Context: an optimization exercise on an open-source flow, tuned for small area. The choices shown serve that exercise and are no tape-out recipe. In this exercise RTL edits were held to simulation tests only and were not proved equivalent to the original. Power figures rest on the tool's default switching activity, not on a simulated workload.

==> design/flow/flow/run.sh <==
#!/bin/bash
# The standard layout (standard.sh: the standard synthesis and the ORFS steps), with two
# changes made through ORFS's own variables: every port still gets a buffer, but the smallest
# one (buf_1); and the clock tree is built from clkbuf_4 with small sink clusters and no dummy
# loads. make's output goes to standard.log; each tool's full log is under orfs/logs/.
set -euo pipefail
export BUFFER_PORTS_ARGS="-buffer_cell sky130_fd_sc_hd__buf_1"
export CTS_ARGS="-sink_clustering_enable -repair_clock_nets -dont_use_dummy_load -buf_list sky130_fd_sc_hd__clkbuf_4 -sink_clustering_size 10 -sink_clustering_max_diameter 50"
bash standard.sh > standard.log 2>&1
==> design/flow/standard.sh <==
#!/bin/bash
# synth_recipe.tcl (not shown) runs the flow's synth.tcl, then flattens the netlist and writes it again
# the make line also repeats each setting of config.mk as NAME=value (left out here)
make -C /OpenROAD-flow-scripts/flow DESIGN_CONFIG=/design/flow/config.mk WORK_HOME=/design/flow/orfs CLKGATE_MAP_FILE= SYNTH_SCRIPT=/design/flow/synth_recipe.tcl "${@:-finish}"
==> design/flow/config.mk <==
export PLATFORM = sky130hd
export DESIGN_NAME = mpl115a2_seq
export DESIGN_NICKNAME = mpl115a2_seq
export VERILOG_FILES = /design/flow/design.v
export SDC_FILE = /design/flow/constraint.sdc
export NUM_CORES = 4
export LEC_CHECK = 0
export CAP_MARGIN = 0
export CORE_MARGIN = 2
export CORE_UTILIZATION = 60
export SLEW_MARGIN = 0
==> design/flow/constraint.sdc <==
create_clock -name core_clock -period 50.0 [get_ports {clk}]
set_input_delay 10.0000 -clock core_clock [delete_from_list [all_inputs] [get_ports {clk}]]
set_output_delay 10.0000 -clock core_clock [all_outputs]
set_load 0.01 [all_outputs]
==> design/flow/design.v <==
module mpl115a2_comp (
    input  wire       clk,
    input  wire       cload,    
    input  wire       cinit,
    input  wire       x0,
    input  wire       x1,
    input  wire       x2,
    input  wire       x3,
    output wire       s
);
    reg  [1:0] c;
    wire [1:0] ci  = cload ? {1'b0, cinit} : c;
    wire [2:0] sum = x0 + x1 + x2 + x3 + ci;
    assign s = sum[0];
    always @(posedge clk) c <= sum[2:1];
endmodule
module mpl115a2_seq #(
    parameter [6:0]   P_DEVADDR          = 7'h60,
    parameter integer P_CONV_WAIT_CYCLES = 1000
) (
    input  wire        clk,
    input  wire        rst,
    input  wire        h_valid,
    input  wire        h_write,
    input  wire [7:0]  h_addr,
    input  wire [31:0] h_wdata,
    input  wire [3:0]  h_be,
    output wire [31:0] h_rdata,
    output wire        h_err,
    output wire        req_valid,
    input  wire        req_ready,
    output wire        req_kind,
    output wire [6:0]  req_dev,
    output wire [1:0]  req_wlen,
    output wire [15:0] req_wdata,
    output wire [3:0]  req_rlen,
    input  wire        rsp_valid,
    input  wire        rsp_ok,
    input  wire [63:0] rsp_rdata
);
    localparam integer WAIT_PASSES = (P_CONV_WAIT_CYCLES + 47) / 48;
    localparam [3:0] S_IDLE = 4'd0, S_WAIT = 4'd1, S_CW = 4'd2, S_CH = 4'd3,
                     S_CM   = 4'd4, S_CD   = 4'd5, S_CT = 4'd6, S_FIN = 4'd7,
                     S_COEF = 4'b1001, S_CONV = 4'b1011, S_ADC = 4'b1101, S_SETWR = 4'b1111;
    localparam [1:0] K_COEF = 2'd0, K_CONV = 2'd1, K_ADC = 2'd2, K_SET = 2'd3;
    localparam [47:0] KA  = 48'd103323 << 9;    
    localparam [47:0] KP  = 48'd185082;         
    localparam [47:0] KT  = 48'd122497 << 21;   
    localparam [47:0] KT0 = 48'd25 << 21;       
    localparam [47:0] KTM = 48'd3365 << 36;     
    reg [3:0]   st;
    reg [15:0]  a0_raw, b1_raw, b2_raw;
    reg [13:0]  c12_raw;
    reg [9:0]   padc, tadc;
    reg [1:0]   l_addr;
    reg [7:0]   l_data;
    reg         done, valid, overrun;
    reg [2:0]   ek;
    reg [17:0]  press;
    reg [11:0]  temp;
    reg [5:0]   p;
    reg [4:0]   idx;
    reg [47:0]  A;
    reg [23:0]  B;
    reg         dA, dB, d2, d3, zf, qf;
    wire busy = (st != S_IDLE);
    wire err  = (ek != 3'd0);
    wire [3:0] errstage = ek[2] & ek[1] ? 4'd1 : {1'b0, ek};
    wire [3:0] errcode  = (ek == 3'd6) ? 4'd4 : (ek == 3'd7) ? 4'd3 :
                          {2'b00, ek[0], err & ~ek[0]};
    wire        txn  = st[3];
    wire [1:0]  kind = st[2:1];
    wire h_legal   = (h_addr[1:0] == 2'b00) && (h_be == 4'b1111);
    wire cmd_write = h_valid && h_write && h_legal && (h_addr == 8'h00);
    reg [31:0] rd_mux;
    always @(*) begin
        case (h_addr)
            8'h04: rd_mux = {16'd0, errstage, errcode, 3'd0, overrun, valid, err, done, busy};
            8'h08: rd_mux = {{14{press[17]}}, press};
            8'h0C: rd_mux = {{20{temp[11]}}, temp};
            8'h10: rd_mux = {25'd0, P_DEVADDR};
            8'h14: rd_mux = {6'd0, tadc, 6'd0, padc};
            8'h18: rd_mux = {b1_raw, a0_raw};
            8'h1C: rd_mux = {2'd0, c12_raw, b2_raw};
            default: rd_mux = 32'd0;
        endcase
    end
    assign h_rdata = h_legal ? rd_mux : 32'd0;
    assign h_err   = !h_legal;
    wire is_measure = (h_wdata == 32'h0000_0001);
    wire is_setreg  = (h_wdata[7:0] == 8'h02) && (h_wdata[31:24] == 8'h00);
    wire [7:0] cmd_addr = h_wdata[15:8];
    wire [7:0] cmd_data = h_wdata[23:16];
    assign req_valid = txn & st[0];
    assign req_dev   = P_DEVADDR;
    assign req_kind  = ~kind[0];                        
    assign req_wlen  = {kind[0], ~kind[0]};
    assign req_rlen  = {kind == K_COEF, kind == K_ADC, 2'b00};
    assign req_wdata = kind[1] ? (kind[0] ? {l_data, 6'd0, l_addr} : 16'h0000)
                               : (kind[0] ? 16'h0012 : 16'h0004);
    wire rsp_take = rsp_valid && txn && !st[0];
    wire rsp_good = rsp_take && rsp_ok;
    wire pe = (p == 6'd47);
    wire [4:0] i = idx;
    wire tb_i = (i < 5'd10) ? tadc[i[3:0]] : 1'b0;
    wire pb_i = (i < 5'd10) ? padc[i[3:0]] : 1'b0;
    wire cb_i = (i < 5'd14) ? c12_raw[i[3:0]] : 1'b0;
    wire tb_p = (p < 6'd10) ? tadc[p[3:0]] : 1'b0;
    wire [5:0] j8 = p - 6'd8;
    wire [5:0] j9 = p - 6'd9;
    wire b2_p8 = (p < 6'd8) ? 1'b0 : (j8 > 6'd15) ? b2_raw[15] : b2_raw[j8[3:0]];
    wire b1_p9 = (p < 6'd9) ? 1'b0 : (j9 > 6'd15) ? b1_raw[15] : b1_raw[j9[3:0]];
    wire a0_p9 = (p < 6'd9) ? 1'b0 : (j9 > 6'd15) ? a0_raw[15] : a0_raw[j9[3:0]];
    wire q = A[47] | (A[37] & (&A[46:38]));
    reg x0, x1, x2, x3, cload, cinit, b_in;
    wire s;
    always @(*) begin
        x0 = 1'b0; x1 = 1'b0; x2 = 1'b0; x3 = 1'b0;
        cload = (p == 6'd0); cinit = 1'b0;
        b_in = B[0];
        case (st)
            S_CW: begin
                cload = (p == 6'd0) || (p == 6'd21);
                if (p < 6'd21) begin
                    x0 = (p == 6'd0 || idx == 5'd9) ? 1'b0 : dB;
                    x1 = pb_i & tb_p;
                    if (p < 6'd20) b_in = s;
                end else begin
                    x0 = (p == 6'd21 || idx == 5'd9) ? 1'b0 : dA;
                    x1 = ~tb_i & KT[p];
                    x2 = (idx == 5'd9) & KT0[p];
                end
            end
            S_CH: begin
                cload = (p == 6'd0) || (p == 6'd37);
                if (p < 6'd37) begin
                    x0 = (p == 6'd0 || idx == 5'd13) ? 1'b0 : dA;
                    x1 = (cb_i & (p < 6'd20) & B[0]) ^ ((idx == 5'd13) & c12_raw[13]);
                    cinit = (idx == 5'd13) & c12_raw[13];
                    x2 = (tb_i & b2_p8) | ((idx == 5'd10) & KA[p]);
                    if (idx == 5'd0 && p == 6'd36) b_in = A[1];
                    x3 = (pb_i & b1_p9) | ((idx == 5'd10) & a0_p9);
                end else begin
                    x0 = A[0] & (idx != 5'd0);
                    if (idx == 5'd0 && p != 6'd47) b_in = A[1];
                end
            end
            S_CM: begin
                x0 = A[0];
                x1 = (p >= 6'd2) & d2;
                x2 = (idx == 5'd0) & (p >= 6'd3) & d3;
            end
            S_CD: begin
                cload = (p == 6'd0) || (p == 6'd38);
                cinit = (p == 6'd38) & qf;
                x0 = (p == 6'd0) ? q : dA;
            end
            S_CT: begin
                cload = (p == 6'd0) || (p == 6'd36);
                if (p < 6'd18) begin
                    x0 = A[0] & ~((p == 6'd0) & zf);
                    x1 = KP[p];
                end else begin
                    x0 = B[0] & (p != 6'd47);
                    x1 = KTM[p];
                    if (p >= 6'd36) b_in = s;
                end
            end
            default: ;
        endcase
    end
    mpl115a2_comp u_add (
        .clk(clk), .cload(cload), .cinit(cinit),
        .x0(x0), .x1(x1), .x2(x2), .x3(x3), .s(s)
    );
    always @(posedge clk) begin
        A  <= {s, A[47:1]};
        B  <= {b_in, B[23:1]};
        dA <= A[0];
        dB <= B[0];
        d2 <= dA;
        d3 <= d2;
        if (st == S_CD && p == 6'd0) qf <= q;
        if (st == S_CD && idx == 5'd0) begin
            if (p == 6'd18)     zf <= ~s;
            else if (p > 6'd18) zf <= zf & ~s;
        end
    end
    wire p_clr = rsp_good && (kind == K_CONV || kind == K_ADC);
    always @(posedge clk) begin
        if (rst) begin
            st       <= S_IDLE;
            a0_raw   <= 16'd0;
            b1_raw   <= 16'd0;
            b2_raw   <= 16'd0;
            c12_raw  <= 14'd0;
            padc     <= 10'd0;
            tadc     <= 10'd0;
            done     <= 1'b0;
            valid    <= 1'b0;
            overrun  <= 1'b0;
            ek       <= 3'd0;
            press    <= 18'd0;
            temp     <= 12'd0;
            p        <= 6'd0;
            idx      <= 5'd0;
        end else begin
            p <= (pe || p_clr) ? 6'd0 : p + 6'd1;
            if (req_valid && req_ready)
                st[0] <= 1'b0;
            if (cmd_write) begin
                if (busy) begin
                    overrun <= 1'b1;
                end else begin
                    done    <= 1'b0;
                    ek      <= 3'd0;
                    overrun <= 1'b0;
                    if (is_measure) begin
                        valid <= 1'b0;
                        st    <= S_COEF;
                    end else if (is_setreg) begin
                        l_addr <= cmd_addr[1:0];
                        l_data <= cmd_data;
                        if (cmd_addr > 8'h02) begin
                            done <= 1'b1;
                            ek   <= 3'd7;
                        end else begin
                            st <= S_SETWR;
                        end
                    end else begin
                        done <= 1'b1;
                        ek   <= 3'd6;
                    end
                end
            end
            if (rsp_take) begin
                if (!rsp_ok) begin
                    st   <= S_IDLE;
                    done <= 1'b1;
                    ek   <= {1'b0, kind} + 3'd2;      
                end else begin
                    case (kind)
                        K_COEF: begin
                            a0_raw  <= {rsp_rdata[7:0],   rsp_rdata[15:8]};
                            b1_raw  <= {rsp_rdata[23:16], rsp_rdata[31:24]};
                            b2_raw  <= {rsp_rdata[39:32], rsp_rdata[47:40]};
                            c12_raw <= {rsp_rdata[55:48], rsp_rdata[63:58]};
                            st      <= S_CONV;
                        end
                        K_CONV: begin
                            st  <= S_WAIT;
                            idx <= WAIT_PASSES[4:0] - 5'd1;
                        end
                        K_ADC: begin
                            padc <= {rsp_rdata[7:0],   rsp_rdata[15:14]};
                            tadc <= {rsp_rdata[23:16], rsp_rdata[31:30]};
                            st   <= S_CW;
                            idx  <= 5'd9;
                        end
                        default: begin
                            st   <= S_IDLE;
                            done <= 1'b1;
                        end
                    endcase
                end
            end
            if (pe && !txn) begin
                idx <= idx - 5'd1;
                if (idx == 5'd0) begin
                    case (st)
                        S_WAIT: st <= S_ADC;
                        S_CW:   begin st <= S_CH; idx <= 5'd13; end
                        S_CH:   begin st <= S_CM; idx <= 5'd3; end
                        S_CM:   begin st <= S_CD; idx <= 5'd17; end
                        S_CD:   begin st <= S_CT; idx <= 5'd0; end
                        S_CT:   st <= S_FIN;
                        default: ;
                    endcase
                end
            end
            if (st == S_FIN) begin
                press <= A[17:0];
                temp  <= B[23:12];
                valid <= 1'b1;
                done  <= 1'b1;
                st    <= S_IDLE;
            end
        end
    end
endmodule
==> results of run 1 <==
[layer usage]
metal / track usage / wire length [um]
met3: 0.06803 / 2641
met4: 0.1012 / 877
met1: 0.4537 / 12630
met2: 0.4804 / 12600
met5: 0 / 0
[critical path, cell delays in order]
cell and delay [ns]:
buf_1 0.37, nand3_1 0.27, nor2_1 0.08, and2_0 0.33, a21oi_1 1.04, a21oi_1 0.18, buf_1 0.19
[how the worst max path moves through the flow]
stage	from	end	slack (ns)
after floorplan	h_addr[5]	h_rdata[4]	28.40
after CTS	h_addr[5]	h_rdata[8]	27.60
after detailed placement	h_addr[5]	h_rdata[8]	27.62
after global placement	h_addr[5]	h_rdata[8]	27.60
final	h_addr[2]	h_rdata[29]	27.54
after global routing	h_addr[2]	h_rdata[30]	27.35
[flip-flops by register name, indices dropped and copies added (netlist names), 2 cells and up]
name	cells
A	48
B	24
press	18
a0_raw	16
b1_raw	16
b2_raw	16
c12_raw	14
temp	12
padc	10
tadc	10
l_data	8
p	6
idx	5
st	4
ek	3
l_addr	2
u_add.c	2
[per-stage QoR]
stage / hold slack (ns) / std cells
6_report: 0.3330 / 1504
5_1_grt: 0.3424 / 1504
4_1_cts: 0.3354 / 1503
3_5_place_dp: 0.3132 / 1476
3_3_place_gp: 0.3118 / 1476
2_1_floorplan: 0.3096 / 1173
[cells by family (layout without fill, tap and decap cells)]
kind of cell | count (synthesis) | after routing | share of synthesized area
AOI/OAI and AO/OA | 310 | 310 | 0.1897
DFF | 223 | 223 | 0.4498
muxes | 43 | 43 | 0.06716
other | 2 | 14 | 0.0007369
buffers and inverters | 123 | 233 | 0.05869
xor gates and xnor gates | 12 | 12 | 0.01031
adders and majority gates | 26 | 26 | 0.03315
and+or+nand+nor | 423 | 423 | 0.1904
[synthesized netlist by cell type (11+ instances only)]
master / n
a22oi_1: 26
o21ai_0: 15
mux2i_1: 20
a221oi_1: 14
nand2_1: 266
edfxtp_1: 12
inv_1: 27
dfxtp_1: 211
a31oi_1: 12
buf_4: 21
nand4_1: 11
nand3_1: 16
nor2_1: 42
clkbuf_1: 56
mux4_2: 20
a21oi_1: 170
ha_1: 23
a211oi_1: 11
nor3_1: 14
[power groups by stage]
stage          Combinational [W]  Sequential, W  Clock (W)
3_3_place_gp           0.0000152       0.000184          0
6_report               0.0000155       0.000180  0.0000807
4_1_cts                0.0000153       0.000180  0.0000823
3_5_place_dp           0.0000153       0.000184          0
5_1_grt                0.0000170       0.000180  0.0000890
2_1_floorplan         0.00000989       0.000183          0
[final cells by class]
cell class	count	area, um^2
antenna	1	2.502
clock buffer	27	202.7
timing repair buffer	178	728.2
multi-input combinational	827	5074
sequential	223	4584
inverter	28	105.1
tap	220	275.3
fill	1493	5612
==> flow_summary.json, run 1 <==
{
  "netlist_instances": 1162,
  "worstHoldStart": "A[32]",
  "die_w_um": 134.3,
  "grt_max_degree": 90,
  "slew_violations": 0,
  "ys_seq_area_frac": 0.4498,
  "finalHoldViolCount": 0,
  "p_int_w": 0.0002094,
  "hold_end": "A[31]",
  "fp.coreArea_mm2": 0.01658,
  "clk-insertion-delay-late_ns": 0.67,
  "drt-total-wl_um": 28760,
  "worst_setup_path_start_kind": "input pin",
  "ys_warn_count": 2,
  "rsz0062_at_grt": "false",
  "via_per_inst": 6.104,
  "fmax_ghz": 0.04452,
  "synth-seq-cells": 223,
  "cts_tree": "built",
  "cts-root-buf": "clkbuf_4",
  "fp.dieH_um": 134.3,
  "cts.sinks": 223,
  "power_density_mw_per_mm2": 25.15,
  "gp_congestion": 0.8903,
  "syn-cell-area_mm2": 0.01019,
  "criticalPathCategory": "input pin to primary output",
  "clk_pin_slew_ns": 0.09,
  "ios": 179,
  "grt_pass1_wl_um": 45570,
  "final_area_mm2": 0.01097,
  "hp-class": "flip-flop to flip-flop",
  "relSlewSlack": 0.1585,
  "grt_usage": 0.3169,
  "r2r-end": "u_add.c[1]",
  "clkPwrFrac": 0.292,
  "areaGrowthSynthToFinish_pct": 7.661,
  "port-buffer-count": 163,
  "yosys-top-cells-area": "dfxtp_1 41%, nand2_1 9.8%, a21oi_1 8.3%",
  "dpl-instance-area_mm2": 0.01077,
  "die_area_mm2": 0.01804,
  "period_needed_ns": 22.46,
  "cts_setup_buffers": 0,
  "reg2reg_depth": 15,
  "peakVddDrop_mv": 0.02190,
  "overflow": 0,
  "htree_levels": 1,
  "power_w": 0.0002759,
  "setup_ws_ns": 27.54,
  "pwr-share-seq": 0.651,
  "worst_slew_pin_slew_ns": 1.262,
  "cts_made_buffers": 27,
  "maxCapViolCount": 0,
  "netSwitchingFraction": 0.2410,
  "finalSetupViolations": 0,
  "reg2reg_from": "p[1]",
  "dpl.hpwl_um": 20070,
  "antenna_found_initial": 1,
  "row_count": 47,
  "cp_max_fo": 15,
  "yosysTopAreaCell": "dfxtp_1",
  "ant_nets": 0,
  "cts_hold_buffers": 0,
  "synth_top_area_frac": 0.4145,
  "finalSetupTns_ns": 0,
  "hold_depth": 0,
  "nNetsFinal": 1425,
  "status": "no timing/DRC/antenna violations",
  "drc_errors": 0,
  "pre_cts_ws_ns": 27.62,
  "p_leak_nw": 3.519,
  "fin_util": 0.6616,
  "start_util": 0.6145,
  "cp-end-kind": "primary output",
  "async_flop_share": 0,
  "comb_power_share": 0.056,
  "cts_buffer_depth": 3,
  "detail_route.wl_per_cell_um": 19.12,
  "final_common_cell": "nand2_1",
  "crit_required_ns": 40.00,
  "syn_area_per_cell_um2": 8.770,
  "grt_pass1_vias": 8492,
  "cts-resized-gates": 0,
  "final_layout_size_suffix_gt1_frac": 0.06781,
  "rrSetupSlack_ns": 45.41,
  "drt-initial-drc-count": 993,
  "synth_cell_type_count": 80,
  "worstPathArrival_ns": 12.46,
  "vias": 9181,
  "synth-main-ff-cell": "dfxtp_1",
  "synth_edf_count": 12,
  "final_cell_mix": "265 x nand2_1, 211 x dfxtp_1, 170 x a21oi_1",
  "fin_crit_sh": 0.4493,
  "firstDrtPassIters": 6,
  "clock_skew_ns": 0.03619,
  "power.switching_w": 0.00006651
}
==> inputs of run 2 (changes only) <==
--- a/design/flow/design.v
+++ b/design/flow/design.v
@@ -52,8 +52,6 @@
     reg [15:0]  a0_raw, b1_raw, b2_raw;
     reg [13:0]  c12_raw;
     reg [9:0]   padc, tadc;
-    reg [1:0]   l_addr;
-    reg [7:0]   l_data;
     reg         done, valid, overrun;
     reg [2:0]   ek;
     reg [17:0]  press;
@@ -96,10 +94,11 @@
     assign req_kind  = ~kind[0];                        
     assign req_wlen  = {kind[0], ~kind[0]};
     assign req_rlen  = {kind == K_COEF, kind == K_ADC, 2'b00};
-    assign req_wdata = kind[1] ? (kind[0] ? {l_data, 6'd0, l_addr} : 16'h0000)
+    assign req_wdata = kind[1] ? (kind[0] ? {idx[3:0], d2, d3, zf, qf, 6'd0, idx[4], dB} : 16'h0000)
                                : (kind[0] ? 16'h0012 : 16'h0004);
     wire rsp_take = rsp_valid && txn && !st[0];
     wire rsp_good = rsp_take && rsp_ok;
+    wire set_ld = cmd_write && !busy && !is_measure && is_setreg && (cmd_addr <= 8'h02);
     wire pe = (p == 6'd47);
     wire [4:0] i = idx;
     wire tb_i = (i < 5'd10) ? tadc[i[3:0]] : 1'b0;
@@ -177,13 +176,18 @@
         A  <= {s, A[47:1]};
         B  <= {b_in, B[23:1]};
         dA <= A[0];
-        dB <= B[0];
-        d2 <= dA;
-        d3 <= d2;
-        if (st == S_CD && p == 6'd0) qf <= q;
-        if (st == S_CD && idx == 5'd0) begin
-            if (p == 6'd18)     zf <= ~s;
-            else if (p > 6'd18) zf <= zf & ~s;
+        if (set_ld) begin
+            {d2, d3, zf, qf} <= h_wdata[19:16];
+            dB <= h_wdata[8];
+        end else if (st[3:1] != 3'b111) begin
+            dB <= B[0];
+            d2 <= dA;
+            d3 <= d2;
+            if (st == S_CD && p == 6'd0) qf <= q;
+            if (st == S_CD && idx == 5'd0) begin
+                if (p == 6'd18)     zf <= ~s;
+                else if (p > 6'd18) zf <= zf & ~s;
+            end
         end
     end
     wire p_clr = rsp_good && (kind == K_CONV || kind == K_ADC);
@@ -219,8 +223,7 @@
                         valid <= 1'b0;
                         st    <= S_COEF;
                     end else if (is_setreg) begin
-                        l_addr <= cmd_addr[1:0];
-                        l_data <= cmd_data;
+                        idx <= {cmd_addr[1], cmd_data[7:4]};
                         if (cmd_addr > 8'h02) begin
                             done <= 1'b1;
                             ek   <= 3'd7;
@@ -264,7 +267,7 @@
                     endcase
                 end
             end
-            if (pe && !txn) begin
+            if (pe && !txn && busy) begin
                 idx <= idx - 5'd1;
                 if (idx == 5'd0) begin
                     case (st)
==> design/flow/flow/run.sh (replaced) <==
#!/bin/bash
# The standard layout (standard.sh: the standard synthesis and the ORFS steps), with two
# changes made through ORFS's own variables: every port still gets a buffer, but the smallest
# one (buf_1); and the clock tree is built from clkbuf_4 with small sink clusters and no dummy
# loads; and timing repair at global route may downsize gates off the critical path
# (RECOVER_POWER). make's output goes to standard.log; each tool's full log is under orfs/logs/.
set -euo pipefail
export BUFFER_PORTS_ARGS="-buffer_cell sky130_fd_sc_hd__buf_1"
export CTS_ARGS="-sink_clustering_enable -repair_clock_nets -dont_use_dummy_load -buf_list sky130_fd_sc_hd__clkbuf_4 -sink_clustering_size 10 -sink_clustering_max_diameter 50"
export RECOVER_POWER=100
bash standard.sh > standard.log 2>&1
==> flow_summary.json, run 2 <==
{
  "grt.met3_usage": 0.05479,
  "cp_max_fo": 32,
  "synth-seq-cells": 213,
  "fmax_ghz": 0.04459,
  "grt_pass1_wl_um": 45320,
  "netlist_instances": 1185,
  "cts-resized-gates": 0,
  "ys_warn_count": 2,
  "ios": 179,
  "finalSetupViolations": 0,
  "vias": 9137,
  "status": "finished with violations",
  "ys_top_cells_by_count": "280 x nand2_1, 208 x dfxtp_1, 167 x a21oi_1, 74 x clkbuf_1, 54 x nor2_1",
  "port-buffer-count": 163,
  "areaGrowthSynthToFinish_pct": 7.073,
  "worst_slew_pin_slew_ns": 3.521,
  "so_faults": "max-capacitance violations, max-slew violations",
  "gr-usage-met2": 0.4868,
  "worst_setup_path_start_kind": "input pin",
  "hp-class": "flip-flop to flip-flop",
  "async_flop_share": 0,
  "die_area_mm2": 0.01771,
  "worstPathArrival_ns": 12.42,
  "largest_reg_flops": 48,
  "detail_route.wl_per_cell_um": 19.14,
  "clk-insertion-delay-late_ns": 0.67,
  "synth_cell_type_count": 67,
  "reg2reg_from": "st[1]",
  "crit_required_ns": 40.00,
  "dpl.hpwl_um": 20400,
  "p_leak_nw": 3.430,
  "syn-cell-area_mm2": 0.009996,
  "worstHoldStart": "A[26]",
  "finalHoldViolCount": 0,
  "start_util": 0.6092,
  "final_cell_mix": "279 x nand2_1, 208 x dfxtp_1, 168 x a21oi_1",
  "cts_tree": "built",
  "gp_congestion": 0.9000,
  "rrSetupSlack_ns": 45.34,
  "met1_usage": 0.4774,
  "dpl-instance-area_mm2": 0.01055,
  "clk_pin_slew_ns": 0.10,
  "hold_depth": 0,
  "nNetsFinal": 1437,
  "synth-main-ff-cell": "dfxtp_1",
  "yosysMostFrequentCell": "nand2_1",
  "antenna_found_initial": 1,
  "period_needed_ns": 22.42,
  "peakVddDrop_mv": 0.01993,
  "overflow": 0,
  "slew_violations": 193,
  "setup_ws_ns": 27.58,
  "synth_top_area_frac": 0.4166,
  "yosysTopAreaCell": "dfxtp_1",
  "top_register": "A",
  "cts_made_buffers": 27,
  "cts.sinks": 213,
  "clock_skew_ns": 0.06148,
  "hold_end": "A[25]",
  "pre_cts_ws_ns": 27.66,
  "cts-root-buf": "clkbuf_4",
  "die_w_um": 133.1,
  "firstDrtPassIters": 9,
  "final_layout_size_suffix_gt1_frac": 0.05951,
  "row_count": 47,
  "r2r-end": "B[23]",
  "grt_usage": 0.3224,
  "cp-end-kind": "primary output",
  "reg2reg_depth": 13,
  "busiest_layer": "met2",
  "rsz0062_at_grt": "false",
  "drt-total-wl_um": 29000,
  "grt_max_degree": 80,
  "via_per_inst": 6.031,
  "cts_hold_buffers": 0,
  "power_density_mw_per_mm2": 24.80,
  "syn_area_per_cell_um2": 8.435,
  "maxCapViolCount": 3,
  "fin_crit_sh": 0.4485,
  "synth_edf_count": 5,
  "final_common_cell": "nand2_1",
  "power_w": 0.0002655,
  "criticalPathCategory": "input pin to primary output",
  "grt_pass1_vias": 8316,
  "top_regs": "A (48), B (24), press (18)",
  "hold-worst-slack_ns": 0.2996,
  "yosys-top-cells-area": "dfxtp_1 42%, nand2_1 11%, a21oi_1 8.4%",
  "ant_nets": 0,
  "drc_errors": 0,
  "final_area_mm2": 0.01070,
  "relSlewSlack": -1.347,
  "cts_setup_buffers": 0,
  "htree_levels": 1,
  "fp.coreArea_mm2": 0.01641,
  "ys_seq_area_frac": 0.4316,
  "finalSetupTns_ns": 0,
  "cts_buffer_depth": 3,
  "fp.dieH_um": 133.1,
  "drt-initial-drc-count": 1079
}
run 2: final cells by class:
cell class,instances,area [um^2]
repair buffers,175,690.7
inverters,25,93.84
diodes,1,2.502
flip-flops and latches,213,4314
multi-input cells,854,5124
clock buffers,27,202.7
fillers,1542,5704
well taps,220,275.3
run 2: how the worst max path moves through the flow:
stage | start | to | slack, ns | cells after the start
floorplan | h_addr[5] | h_rdata[21] | 28.26 | 7
global placement | h_addr[5] | h_rdata[16] | 27.65 | 6
detailed placement | h_addr[4] | h_rdata[16] | 27.66 | 6
CTS | h_addr[4] | h_rdata[16] | 27.65 | 6
global route | h_addr[5] | h_rdata[16] | 27.35 | 6
finish | h_addr[4] | h_rdata[16] | 27.58 | 6
run 2: through the flow:
step / instances / util
after CTS: 1514 / 0.6552
after global placement: 1487 / 0.6428
final: 1515 / 0.6523
after floorplan: 1196 / -
after detailed placement: 1487 / 0.6428
after global routing: 1515 / 0.6523
run 2: logic make-up after synthesis:
group                      after synthesis  synth area share
and+or+nand+nor                        461            0.2083
other                                    2         0.0007513
muxes                                   47           0.07560
DFF                                    213            0.4316
xor gates and xnor gates                11          0.009639
AOI/OAI and AO/OA                      295            0.1811
buffers and inverters                  129           0.05795
adders and majority gates               27           0.03505
run 2: power breakdown:
group          switching (W)  internal [W]  total [W]
registers        0.000000459      0.000170   0.000171
logic             0.00000973    0.00000513  0.0000149
clock network      0.0000551     0.0000248  0.0000798
run 2: per-layer routing:
layer	vias up	routed length, um
li1	4368	-
met1	4245	12820
met2	470	12770
met3	54	2678
met4	0	741
met5	-	0
run 2: critical path, cell delays in order:
cell and delay, ns:
buf_1 0.10, nor4_1 0.81, o21ai_0 0.21, a21o_1 0.62
a31oi_1 0.43, buf_1 0.22
==> inputs of run 3 (changes only) <==
--- a/design/flow/design.v
+++ b/design/flow/design.v
@@ -45,9 +45,8 @@
     localparam [1:0] K_COEF = 2'd0, K_CONV = 2'd1, K_ADC = 2'd2, K_SET = 2'd3;
     localparam [47:0] KA  = 48'd103323 << 9;    
     localparam [47:0] KP  = 48'd185082;         
-    localparam [47:0] KT  = 48'd122497 << 21;   
-    localparam [47:0] KT0 = 48'd25 << 21;       
-    localparam [47:0] KTM = 48'd3365 << 36;     
+    localparam [47:0] KT  = 48'd122497 << 20;               
+    localparam [47:0] KT0 = ((48'd1 << 28) - 48'd93543) << 20;  
     reg [3:0]   st;
     reg [15:0]  a0_raw, b1_raw, b2_raw;
     reg [13:0]  c12_raw;
@@ -119,30 +118,16 @@
         b_in = B[0];
         case (st)
             S_CW: begin
-                cload = (p == 6'd0) || (p == 6'd21);
-                if (p < 6'd21) begin
-                    x0 = (p == 6'd0 || idx == 5'd9) ? 1'b0 : dB;
-                    x1 = pb_i & tb_p;
-                    if (p < 6'd20) b_in = s;
-                end else begin
-                    x0 = (p == 6'd21 || idx == 5'd9) ? 1'b0 : dA;
-                    x1 = ~tb_i & KT[p];
-                    x2 = (idx == 5'd9) & KT0[p];
-                end
+                x0 = (p == 6'd0 || idx == 5'd9) ? 1'b0 : dB;
+                x1 = pb_i & tb_p;
+                if (p < 6'd20) b_in = s;
             end
             S_CH: begin
-                cload = (p == 6'd0) || (p == 6'd37);
-                if (p < 6'd37) begin
-                    x0 = (p == 6'd0 || idx == 5'd13) ? 1'b0 : dA;
-                    x1 = (cb_i & (p < 6'd20) & B[0]) ^ ((idx == 5'd13) & c12_raw[13]);
-                    cinit = (idx == 5'd13) & c12_raw[13];
-                    x2 = (tb_i & b2_p8) | ((idx == 5'd10) & KA[p]);
-                    if (idx == 5'd0 && p == 6'd36) b_in = A[1];
-                    x3 = (pb_i & b1_p9) | ((idx == 5'd10) & a0_p9);
-                end else begin
-                    x0 = A[0] & (idx != 5'd0);
-                    if (idx == 5'd0 && p != 6'd47) b_in = A[1];
-                end
+                x0 = (p == 6'd0 || idx == 5'd13) ? 1'b0 : dA;
+                x1 = (cb_i & (p < 6'd20) & B[0]) ^ ((idx == 5'd13) & c12_raw[13]);
+                cinit = (idx == 5'd13) & c12_raw[13];
+                x2 = (tb_i & b2_p8) | ((idx == 5'd10) & KA[p]);
+                x3 = (pb_i & b1_p9) | ((idx == 5'd10) & a0_p9);
             end
             S_CM: begin
                 x0 = A[0];
@@ -155,14 +140,14 @@
                 x0 = (p == 6'd0) ? q : dA;
             end
             S_CT: begin
-                cload = (p == 6'd0) || (p == 6'd36);
-                if (p < 6'd18) begin
+                cload = (p == 6'd0) || (p == 6'd20);
+                if (p < 6'd20) begin
                     x0 = A[0] & ~((p == 6'd0) & zf);
-                    x1 = KP[p];
+                    x1 = (idx == 5'd9) & KP[p];
                 end else begin
-                    x0 = B[0] & (p != 6'd47);
-                    x1 = KTM[p];
-                    if (p >= 6'd36) b_in = s;
+                    x0 = (p == 6'd20 || idx == 5'd9) ? 1'b0 : dA;
+                    x1 = ~tb_i & KT[p];
+                    x2 = (idx == 5'd9) & KT0[p];
                 end
             end
             default: ;
@@ -275,7 +260,7 @@
                         S_CW:   begin st <= S_CH; idx <= 5'd13; end
                         S_CH:   begin st <= S_CM; idx <= 5'd3; end
                         S_CM:   begin st <= S_CD; idx <= 5'd17; end
-                        S_CD:   begin st <= S_CT; idx <= 5'd0; end
+                        S_CD:   begin st <= S_CT; idx <= 5'd9; end
                         S_CT:   st <= S_FIN;
                         default: ;
                     endcase
@@ -283,7 +268,7 @@
             end
             if (st == S_FIN) begin
                 press <= A[17:0];
-                temp  <= B[23:12];
+                temp  <= A[47:36];
                 valid <= 1'b1;
                 done  <= 1'b1;
                 st    <= S_IDLE;
==> design/flow/flow/run.sh (replaced) <==
#!/bin/bash
# The standard layout (standard.sh: the standard synthesis script and the ORFS steps), with
# these changes, all made through ORFS's own variables:
#  - ABC maps the logic for area (flow/abc_area.script: five rounds of dch + amap) in place of
#    ORFS's delay-oriented abc_speed.script; a copy of ORFS's scripts folder holds the script.
#    Nothing else in the scripts changes, so the registers are the standard synthesis's.
#  - every port still gets a buffer, but the smallest one (buf_1);
#  - the clock tree uses clkbuf_4 with small sink clusters and no dummy loads;
# make's output goes to standard.log; each tool's full log is under orfs/logs/.
set -euo pipefail
rm -rf scripts
cp -r "$FLOW_HOME/scripts" scripts
cp flow/abc_area.script scripts/abc_speed.script
export SCRIPTS_DIR="$PWD/scripts"
export BUFFER_PORTS_ARGS="-buffer_cell sky130_fd_sc_hd__buf_1"
export CTS_ARGS="-sink_clustering_enable -repair_clock_nets -dont_use_dummy_load -buf_list sky130_fd_sc_hd__clkbuf_4 -sink_clustering_size 10 -sink_clustering_max_diameter 50"
bash standard.sh > standard.log 2>&1
==> design/flow/flow/abc_area.script (new file) <==
strash
dch
amap
strash
dch
amap
strash
dch
amap
strash
dch
amap
strash
dch
amap
==> flow_summary.json, run 3 <==
{
  "cts_buffer_depth": 3,
  "cp-end-kind": "primary output",
  "clk-insertion-delay-late_ns": 0.67,
  "finalHoldViolCount": 0,
  "vias": 9186,
  "worst_setup_path_start_kind": "input pin",
  "muxShareOfSynthArea": 0,
  "final_common_cell": "nor2_1",
  "detail_route.wl_per_cell_um": 20.09,
  "dpl-instance-area_mm2": 0.009903,
  "r2r-end": "u_add.c[0]",
  "synth_fa_ha_area_frac": 0.03638,
  "synth_top_area_frac": 0.4621,
  "hold_end": "B[18]",
  "power_w": 0.0002751,
  "clk_pin_slew_ns": 0.09,
  "reg2reg_depth": 14,
  "synthXorXnorAreaFrac": 0,
  "fp.coreArea_mm2": 0.01459,
  "gp_congestion": 0.9713,
  "row_count": 44,
  "slew_violations": 0,
  "syn_area_per_cell_um2": 8.648,
  "ys_warn_count": 2,
  "cts_tree": "built",
  "criticalPathCategory": "input pin to primary output",
  "power_density_mw_per_mm2": 27.22,
  "drt-total-wl_um": 28660,
  "yosysMostFrequentCell": "nor2_1",
  "synth_edf_count": 5,
  "start_util": 0.6177,
  "dpl.hpwl_um": 20210,
  "period_needed_ns": 22.76,
  "synth_top_family_by_area": "compound AO/OA/AOI/OAI gates",
  "firstDrtPassIters": 7,
  "fp.dieH_um": 126.6,
  "overflow": 0,
  "rsz0062_at_grt": "false",
  "cts_made_buffers": 27,
  "p_leak_nw": 3.378,
  "peakVddDrop_mv": 0.02282,
  "cp_max_fo": 14,
  "critPathSlowestCell": "a21oi_1",
  "areaGrowthSynthToFinish_pct": 12.18,
  "synth_compound_area_frac": 0.2673,
  "yosys-top-cells-area": "dfxtp_1 46%, nor2_1 9.0%, o22ai_1 5.8%",
  "synth-main-ff-cell": "dfxtp_1",
  "hold_depth": 0,
  "hp-class": "flip-flop to flip-flop",
  "worst_slew_pin_slew_ns": 1.298,
  "nNetsFinal": 1384,
  "worstHoldStart": "B[19]",
  "grt_usage": 0.3515,
  "grt_pass1_vias": 8352,
  "crit_buf_inv": 5,
  "htree_levels": 1,
  "largest_reg_flops": 48,
  "die_area_mm2": 0.01601,
  "rrSetupSlack_ns": 45.00,
  "cpPeakStageDelay_ns": 0.99,
  "drc_errors": 0,
  "synth_cell_type_count": 45,
  "fmax_ghz": 0.04395,
  "fin_util": 0.6929,
  "finalSetupTns_ns": 0,
  "yosysTopAreaCell": "dfxtp_1",
  "yosys.area_share.simple": 0.1680,
  "syn-cell-area_mm2": 0.009011,
  "antenna_found_initial": 1,
  "status": "no timing/DRC/antenna violations",
  "cts.sinks": 213,
  "ant_nets": 0,
  "ios": 179,
  "die_w_um": 126.6,
  "async_flop_share": 0,
  "worstPathArrival_ns": 12.76,
  "synth-seq-cells": 213,
  "grt_max_degree": 100,
  "final_layout_size_suffix_gt1_frac": 0.03865,
  "cts_hold_buffers": 0,
  "reg2reg_from": "p[0]",
  "ys_seq_area_frac": 0.4788,
  "final_cell_mix": "214 x nor2_1, 208 x dfxtp_1, 162 x buf_1",
  "clock_skew_ns": 0.08589,
  "cts-root-buf": "clkbuf_4",
  "drt-initial-drc-count": 1134,
  "finalSetupViolations": 0,
  "cts_setup_buffers": 0,
  "maxCapViolCount": 0,
  "relSlewSlack": 0.1239,
  "cts-resized-gates": 0,
  "path_cells": "buf_1 -> or3_1 -> or2_0 -> or3_1 -> nor2_1 -> buf_4 -> nand2_1 -> clkinv_1 -> a21oi_1 -> clkinv_1 -> a21oi_1 -> nor2_1 -> buf_1",
  "crit_required_ns": 40.00,
  "via_per_inst": 6.437,
  "port-buffer-count": 163,
  "grt_pass1_wl_um": 45510,
  "netlist_instances": 1042,
  "ys_top_cells_by_count": "216 x nor2_1, 208 x dfxtp_1, 85 x clkinv_1, 83 x o22ai_1, 57 x nand2_1",
  "fin_crit_sh": 0.4551,
  "top_regs": "A (48), B (24), press (18)",
  "final_area_mm2": 0.01011,
  "top_register": "A",
  "cpLargestDelayFamily": "compound AO/OA/AOI/OAI gates"
}
==> run 3: report_power, final <==
| part | switching [W] | internal (W) |
|---|---|---|
| Sequential | 0.00000347 | 0.000176 |
| Combinational | 0.0000129 | 0.00000567 |
| Clock | 0.0000521 | 0.0000248 |
| Total | 0.0000685 | 0.000207 |
==> run 3: layout make-up <==
type	instances	area, um^2
Antenna cell	1	2.502
Clock buffer	27	202.7
Fill cell	1287	4481
Inverter	85	319.1
Multi-Input combinational cell	739	4312
Sequential cell	213	4314
Tap cell	184	230.2
Timing Repair Buffer	178	728.2
==> run 3: layer usage <==
layer,vias to the layer above,routed length [um],GRT usage
li1,4287,-,-
met5,-,0,0
met4,0,775,0.08985
met3,59,3165,0.06326
met2,608,13140,0.5524
met1,4232,11580,0.5031
==> run 3: worst max-delay path by stage <==
stage / startpoint / to / slack, ns / cells after the start
2_1_floorplan: h_addr[5] / h_rdata[2] / 27.51 / 6
3_3_place_gp: h_addr[5] / h_rdata[30] / 27.39 / 13
3_5_place_dp: h_addr[6] / h_rdata[31] / 27.33 / 13
4_1_cts: h_addr[6] / h_rdata[31] / 27.32 / 13
5_1_grt: h_addr[7] / h_rdata[30] / 26.86 / 13
6_report: h_addr[6] / h_rdata[30] / 27.24 / 13
==> run 3: cell families (layout without fill, tap and decap cells) <==
| kind of cell | count (synthesis) | count (layout) |
|---|---|---|
| adders and majority gates | 25 | 25 |
| DFF | 213 | 213 |
| AOI/OAI and AO/OA | 345 | 345 |
| buffers and inverters | 101 | 290 |
| and+or+nand+nor | 356 | 356 |
| other | 2 | 14 |
==> run 3: metrics by stage <==
stage / instances / hold slack, ns / setup WS (ns)
floorplan: 1053 / 0.3096 / 27.51
global placement: 1399 / 0.3104 / 27.39
detailed placement: 1399 / 0.3121 / 27.33
CTS: 1426 / 0.3166 / 27.32
global route: 1427 / 0.3302 / 26.86
finish: 1427 / 0.3202 / 27.24
==> inputs of run 4 (changes only) <==
--- a/design/flow/design.v
+++ b/design/flow/design.v
@@ -40,7 +40,7 @@
 );
     localparam integer WAIT_PASSES = (P_CONV_WAIT_CYCLES + 47) / 48;
     localparam [3:0] S_IDLE = 4'd0, S_WAIT = 4'd1, S_CW = 4'd2, S_CH = 4'd3,
-                     S_CM   = 4'd4, S_CD   = 4'd5, S_CT = 4'd6, S_FIN = 4'd7,
+                     S_CM   = 4'd4, S_CD   = 4'd5, S_CT = 4'd6,
                      S_COEF = 4'b1001, S_CONV = 4'b1011, S_ADC = 4'b1101, S_SETWR = 4'b1111;
     localparam [1:0] K_COEF = 2'd0, K_CONV = 2'd1, K_ADC = 2'd2, K_SET = 2'd3;
     localparam [47:0] KA  = 48'd103323 << 9;    
@@ -104,11 +104,12 @@
     wire pb_i = (i < 5'd10) ? padc[i[3:0]] : 1'b0;
     wire cb_i = (i < 5'd14) ? c12_raw[i[3:0]] : 1'b0;
     wire tb_p = (p < 6'd10) ? tadc[p[3:0]] : 1'b0;
-    wire [5:0] j8 = p - 6'd8;
-    wire [5:0] j9 = p - 6'd9;
-    wire b2_p8 = (p < 6'd8) ? 1'b0 : (j8 > 6'd15) ? b2_raw[15] : b2_raw[j8[3:0]];
-    wire b1_p9 = (p < 6'd9) ? 1'b0 : (j9 > 6'd15) ? b1_raw[15] : b1_raw[j9[3:0]];
-    wire a0_p9 = (p < 6'd9) ? 1'b0 : (j9 > 6'd15) ? a0_raw[15] : a0_raw[j9[3:0]];
+    wire [63:0] b2_x = {{40{b2_raw[15]}}, b2_raw, 8'd0};
+    wire [63:0] b1_x = {{39{b1_raw[15]}}, b1_raw, 9'd0};
+    wire [63:0] a0_x = {{39{a0_raw[15]}}, a0_raw, 9'd0};
+    wire b2_p8 = b2_x[p];
+    wire b1_p9 = b1_x[p];
+    wire a0_p9 = a0_x[p];
     wire q = A[47] | (A[37] & (&A[46:38]));
     reg x0, x1, x2, x3, cload, cinit, b_in;
     wire s;
@@ -261,18 +262,17 @@
                         S_CH:   begin st <= S_CM; idx <= 5'd3; end
                         S_CM:   begin st <= S_CD; idx <= 5'd17; end
                         S_CD:   begin st <= S_CT; idx <= 5'd9; end
-                        S_CT:   st <= S_FIN;
+                        S_CT: begin
+                            press <= A[18:1];
+                            temp  <= {s, A[47:37]};
+                            valid <= 1'b1;
+                            done  <= 1'b1;
+                            st    <= S_IDLE;
+                        end
                         default: ;
                     endcase
                 end
             end
-            if (st == S_FIN) begin
-                press <= A[17:0];
-                temp  <= A[47:36];
-                valid <= 1'b1;
-                done  <= 1'b1;
-                st    <= S_IDLE;
-            end
         end
     end
 endmodule
==> flow_summary.json, run 4 <==
{
  "cts-resized-gates": 0,
  "multi_input_area_mm2": 0.004135,
  "reg2reg_depth": 16,
  "vias": 9049,
  "pwr-share-seq": 0.662,
  "worst_setup_path_start_kind": "input pin",
  "comb_power_share": 0.052,
  "p_int_w": 0.0002063,
  "drc_errors": 0,
  "synth_cell_type_count": 47,
  "dpl.hpwl_um": 20030,
  "final_cell_mix": "230 x nor2_1, 208 x dfxtp_1, 162 x buf_1",
  "cts-root-buf": "clkbuf_4",
  "htree_levels": 1,
  "fp.coreArea_mm2": 0.01442,
  "fin_crit_sh": 0.4631,
  "r2r-end": "u_add.c[0]",
  "ys_top_cells_by_count": "233 x nor2_1, 208 x dfxtp_1, 85 x o22ai_1, 75 x clkinv_1, 51 x a22oi_1",
  "hold_depth": 0,
  "areaGrowthSynthToFinish_pct": 12.27,
  "port-buffer-count": 163,
  "die_area_mm2": 0.01565,
  "nNetsFinal": 1349,
  "syn_area_per_cell_um2": 8.670,
  "worstHoldStart": "A[26]",
  "cts.sinks": 213,
  "synth_edf_count": 5,
  "p_leak_nw": 3.275,
  "drt-total-wl_um": 28530,
  "cp_max_fo": 12,
  "overflow": 0,
  "clk-insertion-delay-late_ns": 0.69,
  "top_register": "A",
  "status": "no timing/DRC/antenna violations",
  "period_needed_ns": 23.16,
  "cts_tree": "built",
  "hold_end": "A[25]",
  "grt_pass1_wl_um": 44790,
  "rsz0062_at_grt": "false",
  "syn-cell-area_mm2": 0.008800,
  "yosys-top-cells-area": "dfxtp_1 47%, nor2_1 9.9%, o22ai_1 6.0%",
  "hp-class": "flip-flop to flip-flop",
  "worst_slew_pin_slew_ns": 0.9927,
  "row_count": 44,
  "clock_skew_ns": 0.1212,
  "grt_usage": 0.3524,
  "drt-initial-drc-count": 1309,
  "ant_nets": 0,
  "synth-seq-cells": 213,
  "synth_top_area_frac": 0.4732,
  "detail_route.wl_per_cell_um": 20.41,
  "relSlewSlack": 0.3341,
  "finalSetupTns_ns": 0,
  "largest_reg_flops": 48,
  "cts_hold_buffers": 0,
  "final_common_cell": "nor2_1",
  "firstDrtPassIters": 8,
  "peakVddDrop_mv": 0.02471,
  "final_layout_size_suffix_gt1_frac": 0.03792,
  "top_regs": "A (48), B (24), press (18)",
  "maxCapViolCount": 0,
  "gp_congestion": 0.9861,
  "yosysMostFrequentCell": "nor2_1",
  "fin_util": 0.6849,
  "via_per_inst": 6.473,
  "clk_pin_slew_ns": 0.10,
  "fp.dieH_um": 125.1,
  "fillers": 1268,
  "netlist_instances": 1015,
  "ff_latch_area_mm2": 0.004314,
  "power_density_mw_per_mm2": 27.76,
  "power.switching_w": 0.00006792,
  "fmax_ghz": 0.04318,
  "ios": 179,
  "start_util": 0.6101,
  "async_flop_share": 0,
  "worstPathArrival_ns": 13.16,
  "grt_max_degree": 73,
  "criticalPathCategory": "input pin to primary output",
  "finalSetupViolations": 0,
  "ys_seq_area_frac": 0.4903,
  "yosysTopAreaCell": "dfxtp_1",
  "ys_warn_count": 2,
  "antenna_found_initial": 1,
  "cp-end-kind": "primary output",
  "finalHoldViolCount": 0,
  "cts_buffer_depth": 3,
  "synth-main-ff-cell": "dfxtp_1",
  "grt_pass1_vias": 8232,
  "netSwitchingFraction": 0.2476,
  "rrSetupSlack_ns": 45.08,
  "slew_violations": 0,
  "crit_required_ns": 40.00,
  "cts_setup_buffers": 0,
  "cts_made_buffers": 27,
  "clkPwrFrac": 0.286,
  "reg2reg_from": "p[2]",
  "die_w_um": 125.1
}
run 4: cell count changes in the layout (fill, tap and decap cells not counted), moves of 4 or more:
cell / before / now
a2111oi_0: 8 / 4
nand3_1: 10 / 19
nor2_1: 214 / 230
a21oi_1: 56 / 46
a22oi_1: 46 / 51
ha_1: 23 / 17
clkinv_1: 84 / 74
nand2_1: 56 / 48
nor4_1: 13 / 8
o32a_1: 7 / 3
o21ai_0: 26 / 18
o22a_1: 5 / 9
a221oi_1: 21 / 10
run 4: through the flow:
stage / worst slack (ns) / instances / area (um^2) / hold slack [ns] / total power (W)
2_1_floorplan: 27.54 / 1026 / 8841 / 0.3096 / 0.0001900
3_3_place_gp: 27.00 / 1370 / 9674 / 0.3114 / 0.0001989
3_5_place_dp: 26.93 / 1370 / 9674 / 0.3121 / 0.0001991
4_1_cts: 26.93 / 1397 / 9877 / 0.3353 / 0.0002741
5_1_grt: 26.69 / 1398 / 9879 / 0.3368 / 0.0002827
6_report: 26.84 / 1398 / 9879 / 0.3296 / 0.0002743
run 4: cells by family (layout without fill, tap and decap cells):
kind of cell,Yosys count,in the layout,share of synthesized area
buffers and inverters,91,278,0.04564
other,2,14,0.0008534
adders and majority gates,19,19,0.02872
DFF,213,213,0.4903
AOI/OAI and AO/OA,323,323,0.2582
and+or+nand+nor,367,367,0.1763
run 4: worst max-delay path, cell delays in order:
cell      delay [ns]
buf_1           0.06
or3_1           0.37
or2_0           0.27
or3_1           0.38
nor2_1          0.76
nand2_1         0.38
clkinv_1        0.20
a21oi_1         0.06
buf_4           0.19
clkinv_1        0.13
a221oi_1        0.07
nor2_1          0.13
buf_1           0.16
run 4: layout make-up:
class	instances	share of cell area
timing repair buffer	176	0.07219
clock buffer	27	0.02052
inverter	75	0.02850
tap	184	0.02330
multi-input combinational	722	0.4186
antenna	1	0.0002533
sequential	213	0.4367
run 4: worst max path at each step:
stage / slack (ns) / endpoint / startpoint / cells past startpoint
after global placement: 27.00 / h_rdata[29] / h_addr[5] / 13
after CTS: 26.93 / h_rdata[29] / h_addr[5] / 13
final: 26.84 / h_rdata[29] / h_addr[5] / 13
after detailed placement: 26.93 / h_rdata[29] / h_addr[5] / 13
after floorplan: 27.54 / h_rdata[17] / h_addr[5] / 6
after global routing: 26.69 / h_rdata[27] / h_addr[5] / 13
run 4: layer usage:
layer | share of wire | track usage | vias to the layer above
met5 | 0 | 0 | -
met1 | 0.41 | 0.4964 | 4239
li1 | - | - | 4191
met4 | 0.028 | 0.1026 | 0
met3 | 0.10 | 0.05991 | 62
met2 | 0.46 | 0.5617 | 557
run 4: power by group through the flow:
stage,Clock (W),Combinational (W),Sequential [W]
finish,0.0000784,0.0000143,0.000182
global placement,0,0.0000137,0.000185
detailed placement,0,0.0000138,0.000185
CTS,0.0000788,0.0000138,0.000182
floorplan,0,0.00000633,0.000184
global route,0.0000850,0.0000155,0.000182
==> inputs of run 5 (changes only) <==
--- a/design/flow/design.v
+++ b/design/flow/design.v
@@ -38,7 +38,7 @@
     input  wire        rsp_ok,
     input  wire [63:0] rsp_rdata
 );
-    localparam integer WAIT_PASSES = (P_CONV_WAIT_CYCLES + 47) / 48;
+    localparam integer WAIT_PASSES = (P_CONV_WAIT_CYCLES + 48) / 48;
     localparam [3:0] S_IDLE = 4'd0, S_WAIT = 4'd1, S_CW = 4'd2, S_CH = 4'd3,
                      S_CM   = 4'd4, S_CD   = 4'd5, S_CT = 4'd6,
                      S_COEF = 4'b1001, S_CONV = 4'b1011, S_ADC = 4'b1101, S_SETWR = 4'b1111;
--- a/design/flow/flow/run.sh
+++ b/design/flow/flow/run.sh
@@ -6,6 +6,7 @@
 #    Nothing else in the scripts changes, so the registers are the standard synthesis's.
 #  - every port still gets a buffer, but the smallest one (buf_1);
 #  - the clock tree uses clkbuf_4 with small sink clusters and no dummy loads;
+#  - the tie cells are not duplicated per load (SKIP_REPAIR_TIE_FANOUT).
 # make's output goes to standard.log; each tool's full log is under orfs/logs/.
 set -euo pipefail
 rm -rf scripts
@@ -13,5 +14,6 @@
 cp flow/abc_area.script scripts/abc_speed.script
 export SCRIPTS_DIR="$PWD/scripts"
 export BUFFER_PORTS_ARGS="-buffer_cell sky130_fd_sc_hd__buf_1"
-export CTS_ARGS="-sink_clustering_enable -repair_clock_nets -dont_use_dummy_load -buf_list sky130_fd_sc_hd__clkbuf_4 -sink_clustering_size 10 -sink_clustering_max_diameter 50"
+export CTS_ARGS="-sink_clustering_enable -repair_clock_nets -dont_use_dummy_load -buf_list sky130_fd_sc_hd__clkbuf_4 -sink_clustering_size 9 -sink_clustering_max_diameter 45"
+export SKIP_REPAIR_TIE_FANOUT=1
 bash standard.sh > standard.log 2>&1
==> design/flow/flow/abc_area.script (replaced) <==
strash
dch
amap -F 2 -A 8
strash
dch
amap -F 2 -A 8
strash
dch
amap -F 2 -A 8
strash
dch
amap -F 2 -A 8
strash
dch
amap -F 2 -A 8
==> flow_summary.json, run 5 <==
{
  "detail_route.wl_per_cell_um": 20.45,
  "syn_area_per_cell_um2": 8.722,
  "finalSetupViolations": 0,
  "status": "no timing/DRC/antenna violations",
  "crit_required_ns": 40.00,
  "yosysTopAreaCell": "dfxtp_1",
  "relSlewSlack": 0.3054,
  "clk-insertion-delay-late_ns": 0.70,
  "hp-class": "flip-flop to flip-flop",
  "ys_top_cells_by_count": "219 x nor2_1, 208 x dfxtp_1, 108 x o22ai_1, 71 x clkinv_1, 65 x a21oi_1",
  "criticalPathCategory": "input pin to primary output",
  "worst_setup_path_start_kind": "input pin",
  "grt_max_degree": 67,
  "yosysMostFrequentCell": "nor2_1",
  "synth_cell_type_count": 42,
  "drc_errors": 0,
  "slew_violations": 0,
  "finalHoldViolCount": 0,
  "die_w_um": 124.3,
  "yosys-top-cells-area": "dfxtp_1 48%, nor2_1 9.5%, o22ai_1 7.8%",
  "ios": 179,
  "ys_warn_count": 2,
  "dpl.hpwl_um": 19540,
  "cts_buffer_depth": 3,
  "drt-initial-drc-count": 1293,
  "port-buffer-count": 163,
  "rrSetupSlack_ns": 45.06,
  "hold_end": "A[33]",
  "final_layout_size_suffix_gt1_frac": 0.04135,
  "synth-main-ff-cell": "dfxtp_1",
  "reg2reg_depth": 12,
  "rsz0062_at_grt": "false",
  "antenna_cells": 0,
  "cts.sinks": 213,
  "worst_slew_pin_slew_ns": 1.036,
  "maxCapViolCount": 0,
  "grt_pass1_vias": 8408,
  "cp_num_cells": 12,
  "worstPathArrival_ns": 12.79,
  "synth_top_area_frac": 0.4793,
  "power_density_mw_per_mm2": 28.32,
  "grt_pass1_wl_um": 44080,
  "netlist_instances": 996,
  "ys_seq_area_frac": 0.4966,
  "drt-total-wl_um": 27910,
  "cp-end-kind": "primary output",
  "cts_tree": "built",
  "crit_buf_inv": 5,
  "finalSetupTns_ns": 0,
  "async_flop_share": 0,
  "cts_made_buffers": 28,
  "synth-seq-cells": 213,
  "period_needed_ns": 22.79,
  "peakVddDrop_mv": 0.03922,
  "cts_setup_buffers": 0,
  "ant_nets": 0,
  "fmax_ghz": 0.04387,
  "vias": 8993,
  "firstDrtPassIters": 9,
  "antenna_found_initial": 0,
  "cts-resized-gates": 0,
  "fin_crit_sh": 0.4559,
  "clock_skew_ns": 0.1047,
  "syn-cell-area_mm2": 0.008687,
  "p_leak_nw": 3.267,
  "fillers": 1247,
  "htree_levels": 1,
  "cpPeakStageDelay_ns": 0.73,
  "via_per_inst": 6.588,
  "critPathSlowestCell": "a21oi_1",
  "cp_max_fo": 12,
  "largest_reg_flops": 48,
  "die_area_mm2": 0.01546,
  "top_register": "A",
  "overflow": 0,
  "cts-root-buf": "clkbuf_4",
  "start_util": 0.6210,
  "row_count": 43,
  "r2r-end": "zf",
  "final_common_cell": "nor2_1",
  "path_cells": "buf_1 -> or2_0 -> or3_1 -> nor2_1 -> buf_4 -> nand2_1 -> clkinv_1 -> a21oi_1 -> clkinv_1 -> a221oi_1 -> nor2_1 -> buf_1",
  "clk_pin_slew_ns": 0.09,
  "fp.dieH_um": 124.3,
  "reg2reg_from": "idx[0]",
  "final_cell_mix": "216 x nor2_1, 208 x dfxtp_1, 162 x buf_1",
  "synth_edf_count": 5,
  "critPathLaunch": "h_addr[1]",
  "fp.coreArea_mm2": 0.01399,
  "nNetsFinal": 1321,
  "top_regs": "A (48), B (24), press (18)",
  "worstHoldStart": "A[34]",
  "gp_congestion": 0.9791,
  "cpLargestDelayFamily": "compound AO/OA/AOI/OAI gates",
  "grt_usage": 0.3457,
  "hold_depth": 0,
  "areaGrowthSynthToFinish_pct": 12.11,
  "cts_hold_buffers": 0,
  "hold-worst-slack_ns": 0.3197
}
## run 5: cell types whose count changed in the layout (fill, tap and decap cells not counted), moves of 8 or more
cell,before,now
a22oi_1,51,26
a31oi_1,25,12
o22ai_1,85,108
a21oi_1,46,65
a221oi_1,10,18
a222oi_1,27,36
o21ai_0,18,37
nor2_1,230,216
conb_1,13,2
a211oi_1,17,3
## run 5: cells by family after synthesis
logic type | after synthesis | synth area share
flip-flops | 213 | 0.4966
other | 2 | 0.0008645
buffers and inverters | 87 | 0.04451
AND/OR/NAND/NOR | 332 | 0.1602
AO/OA/AOI/OAI | 343 | 0.2688
adder cells (fa/ha/maj) | 19 | 0.02909
## run 5: cell type report
class                      count  area, um^2  area share
inverter                      71       266.5     0.02736
sequential                   213        4314      0.4430
timing repair buffer         177       720.7     0.07400
multi-input combinational    696        4003      0.4110
tap                          180       225.2     0.02312
clock buffer                  28       210.2     0.02158
## run 5: per-layer routing
metal | global-route usage | vias up | share of wire
li1 | - | 4119 | -
met1 | 0.4690 | 4227 | 0.41
met2 | 0.5532 | 582 | 0.45
met3 | 0.07560 | 65 | 0.11
met4 | 0.1091 | 0 | 0.030
met5 | 0 | - | 0
## run 5: worst register-to-register path, cell delays in order, from the launching register on
cell      delay (ns)
dfxtp_1         0.87
clkinv_1        0.76
a22oi_1         0.38
o22ai_1         0.11
nor3_1          0.30
nor2_1          0.07
o21ai_0         0.35
o32a_1          0.20
o221ai_1        0.12
ha_1            0.33
fa_1            0.49
ha_1            0.45
o31ai_1         0.31
## run 5: worst max-delay path by stage
stage | endpoint | slack, ns
6_report | h_rdata[27] | 27.21
5_1_grt | h_rdata[27] | 26.83
3_5_place_dp | h_rdata[27] | 27.32
2_1_floorplan | h_rdata[13] | 27.49
3_3_place_gp | h_rdata[26] | 27.39
4_1_cts | h_rdata[27] | 27.29
## run 5: report_power, final
group	leakage (nW)	internal (W)	switching, W
sequential	1.74	0.000177	0.00000380
combinational	1.40	0.00000452	0.0000102
clock	0.129	0.0000256	0.0000543
## run 5: through the flow
stage                     power (W)  cell area [um^2]  std cells  setup slack (ns)  utilization
after CTS                 0.0002759              9739       1365             27.29       0.6962
after floorplan           0.0001900              8687        996             27.49            -
after detailed placement  0.0001992              9529       1337             27.32       0.6812
after global routing      0.0002849              9739       1365             26.83       0.6962
final                     0.0002758              9739       1365             27.21       0.6962
after global placement    0.0001989              9529       1337             27.39       0.6812
==> inputs of run 6 (changes only) <==
--- a/design/flow/design.v
+++ b/design/flow/design.v
@@ -59,7 +59,7 @@
     reg [4:0]   idx;
     reg [47:0]  A;
     reg [23:0]  B;
-    reg         dA, dB, d2, d3, zf, qf;
+    reg         dA, dB, zf;
     wire busy = (st != S_IDLE);
     wire err  = (ek != 3'd0);
     wire [3:0] errstage = ek[2] & ek[1] ? 4'd1 : {1'b0, ek};
@@ -93,11 +93,10 @@
     assign req_kind  = ~kind[0];                        
     assign req_wlen  = {kind[0], ~kind[0]};
     assign req_rlen  = {kind == K_COEF, kind == K_ADC, 2'b00};
-    assign req_wdata = kind[1] ? (kind[0] ? {idx[3:0], d2, d3, zf, qf, 6'd0, idx[4], dB} : 16'h0000)
+    assign req_wdata = kind[1] ? (kind[0] ? {idx[3:0], p[3:0], 6'd0, p[5:4]} : 16'h0000)
                                : (kind[0] ? 16'h0012 : 16'h0004);
     wire rsp_take = rsp_valid && txn && !st[0];
     wire rsp_good = rsp_take && rsp_ok;
-    wire set_ld = cmd_write && !busy && !is_measure && is_setreg && (cmd_addr <= 8'h02);
     wire pe = (p == 6'd47);
     wire [4:0] i = idx;
     wire tb_i = (i < 5'd10) ? tadc[i[3:0]] : 1'b0;
@@ -132,13 +131,15 @@
             end
             S_CM: begin
                 x0 = A[0];
-                x1 = (p >= 6'd2) & d2;
-                x2 = (idx == 5'd0) & (p >= 6'd3) & d3;
+                x1 = (p >= 6'd2) & B[22];
+                x2 = (idx == 5'd0) & (p >= 6'd3) & B[21];
+                b_in = A[0];
             end
             S_CD: begin
                 cload = (p == 6'd0) || (p == 6'd38);
-                cinit = (p == 6'd38) & qf;
+                cinit = (p == 6'd38) & B[10];
                 x0 = (p == 6'd0) ? q : dA;
+                if (p == 6'd0) b_in = q;
             end
             S_CT: begin
                 cload = (p == 6'd0) || (p == 6'd20);
@@ -162,18 +163,10 @@
         A  <= {s, A[47:1]};
         B  <= {b_in, B[23:1]};
         dA <= A[0];
-        if (set_ld) begin
-            {d2, d3, zf, qf} <= h_wdata[19:16];
-            dB <= h_wdata[8];
-        end else if (st[3:1] != 3'b111) begin
-            dB <= B[0];
-            d2 <= dA;
-            d3 <= d2;
-            if (st == S_CD && p == 6'd0) qf <= q;
-            if (st == S_CD && idx == 5'd0) begin
-                if (p == 6'd18)     zf <= ~s;
-                else if (p > 6'd18) zf <= zf & ~s;
-            end
+        dB <= B[0];
+        if (st == S_CD && idx == 5'd0) begin
+            if (p == 6'd18)     zf <= ~s;
+            else if (p > 6'd18) zf <= zf & ~s;
         end
     end
     wire p_clr = rsp_good && (kind == K_CONV || kind == K_ADC);
@@ -195,7 +188,8 @@
             p        <= 6'd0;
             idx      <= 5'd0;
         end else begin
-            p <= (pe || p_clr) ? 6'd0 : p + 6'd1;
+            if (st[3:1] != 3'b111)
+                p <= (pe || p_clr) ? 6'd0 : p + 6'd1;
             if (req_valid && req_ready)
                 st[0] <= 1'b0;
             if (cmd_write) begin
@@ -209,7 +203,8 @@
                         valid <= 1'b0;
                         st    <= S_COEF;
                     end else if (is_setreg) begin
-                        idx <= {cmd_addr[1], cmd_data[7:4]};
+                        p   <= {cmd_addr[1:0], cmd_data[3:0]};
+                        idx <= {1'b0, cmd_data[7:4]};
                         if (cmd_addr > 8'h02) begin
                             done <= 1'b1;
                             ek   <= 3'd7;
==> flow_summary.json, run 6 <==
{
  "cts.sinks": 210,
  "fillers": 1205,
  "top_regs": "A (48), B (24), press (18)",
  "dpl.hpwl_um": 19490,
  "async_flop_share": 0,
  "grt_pass1_vias": 8350,
  "finalHoldViolCount": 0,
  "syn-cell-area_mm2": 0.008651,
  "worst_setup_path_start_kind": "input pin",
  "die_area_mm2": 0.01539,
  "vias": 8928,
  "clock_skew_ns": 0.1082,
  "antenna_found_initial": 1,
  "die_w_um": 124.1,
  "synth_edf_count": 1,
  "reg2reg_from": "p[2]",
  "ios": 179,
  "nNetsFinal": 1319,
  "peakVddDrop_mv": 0.03103,
  "synth-main-ff-cell": "dfxtp_1",
  "status": "no timing/DRC/antenna violations",
  "synth_top_area_frac": 0.4837,
  "largest_reg_flops": 48,
  "crit_required_ns": 40.00,
  "cts_buffer_depth": 3,
  "yosysMostFrequentCell": "dfxtp_1",
  "cts_tree": "built",
  "worst_slew_pin_slew_ns": 1.282,
  "ys_top_cells_by_count": "209 x dfxtp_1, 206 x nor2_1, 102 x o22ai_1, 68 x clkinv_1, 66 x a21oi_1",
  "port-buffer-count": 163,
  "r2r-end": "B[23]",
  "hold_depth": 0,
  "worstPathArrival_ns": 12.68,
  "grt_pass1_wl_um": 43140,
  "cp-end-kind": "primary output",
  "grt_usage": 0.3590,
  "rrSetupSlack_ns": 45.28,
  "yosys-top-cells-area": "dfxtp_1 48%, nor2_1 8.9%, o22ai_1 7.4%",
  "power_density_mw_per_mm2": 27.89,
  "synth_cell_type_count": 43,
  "maxCapViolCount": 0,
  "syn_area_per_cell_um2": 8.756,
  "cts-root-buf": "clkbuf_4",
  "period_needed_ns": 22.68,
  "drt-initial-drc-count": 1145,
  "row_count": 43,
  "firstDrtPassIters": 6,
  "via_per_inst": 6.545,
  "fp.coreArea_mm2": 0.01399,
  "reg2reg_depth": 12,
  "fp.dieH_um": 124.1,
  "slew_violations": 0,
  "ant_nets": 0,
  "cp_max_fo": 12,
  "finalSetupTns_ns": 0,
  "criticalPathCategory": "input pin to primary output",
  "fin_crit_sh": 0.4536,
  "fin_util": 0.6968,
  "cts_hold_buffers": 0,
  "drc_errors": 0,
  "hold_end": "A[33]",
  "cts_setup_buffers": 0,
  "ys_warn_count": 2,
  "top_register": "A",
  "yosysTopAreaCell": "dfxtp_1",
  "finalSetupViolations": 0,
  "synth-seq-cells": 210,
  "gp_congestion": 0.9386,
  "final_cell_mix": "209 x dfxtp_1, 203 x nor2_1, 162 x buf_1",
  "rsz0062_at_grt": "false"
}
-- run 6: final cells by class --
cell class | count | area, um^2 | share of cell area
flip-flops and latches | 210 | 4214 | 0.4323
multi-input cells | 694 | 4074 | 0.4180
repair buffers | 181 | 750.7 | 0.07702
inverters | 68 | 255.2 | 0.02619
clock buffers | 30 | 225.2 | 0.02311
well taps | 180 | 225.2 | 0.02311
diodes | 1 | 2.502 | 0.0002567
-- run 6: worst max path at each step --
stage | from | endpoint
3_5_place_dp | h_addr[5] | h_rdata[27]
6_report | h_addr[1] | h_rdata[27]
4_1_cts | h_addr[1] | h_rdata[27]
2_1_floorplan | h_addr[5] | h_rdata[16]
5_1_grt | h_addr[5] | h_rdata[26]
3_3_place_gp | h_addr[5] | h_rdata[28]
-- run 6: stage by stage --
stage / total power (W) / std cells / setup WS (ns) / area, um^2 / hold slack, ns
final: 0.0002719 / 1364 / 27.32 / 9747 / 0.2782
after global routing: 0.0002814 / 1364 / 27.10 / 9747 / 0.2728
after CTS: 0.0002729 / 1363 / 27.39 / 9744 / 0.2789
after detailed placement: 0.0001958 / 1333 / 27.43 / 9519 / 0.3121
after global placement: 0.0001955 / 1333 / 27.45 / 9519 / 0.3101
after floorplan: 0.0001863 / 988 / 27.52 / 8651 / 0.3096
-- run 6: cells by family after synthesis --
logic type               after synthesis  share of synthesized area
buffers and inverters                 84                    0.04339
AND/OR/NAND/NOR                      321                     0.1575
other                                  2                  0.0008681
flip-flops                           210                     0.4871
AO/OA/AOI/OAI                        352                     0.2819
adder cells (fa/ha/maj)               19                    0.02922
-- run 6: power by group --
group / switching (W) / internal, W
Sequential: 0.00000370 / 0.000174
Combinational: 0.0000104 / 0.00000487
Clock: 0.0000520 / 0.0000273
Total: 0.0000661 / 0.000206
-- run 6: metal layers --
| layer | vias up | global-route usage | wire length, um |
|---|---|---|---|
| met5 | - | 0 | 0 |
| met4 | 0 | 0.1426 | 1105 |
| met2 | 516 | 0.5813 | 12810 |
| met3 | 84 | 0.06868 | 2630 |
| li1 | 4144 | - | - |
| met1 | 4184 | 0.4729 | 11480 |
-- run 6: worst max-delay path, cell delays in order --
cell,delay [ns]
buf_1,0.06
or2_0,0.25
or3_1,0.20
nor2_1,0.05
buf_4,0.17
nand2_1,0.11
clkinv_1,0.20
a21oi_1,0.76
clkinv_1,0.37
a221oi_1,0.30
nor2_1,0.06
buf_1,0.14

Re-timed with assumed drivers on the ports (clkbuf_16 on the clock, buf_2 on other inputs), run 6 has 27.294 ns of setup slack against 27.319 ns with ideal ports, and 27.294 ns once port delays also move by the mid clock arrival of 0.675 ns.
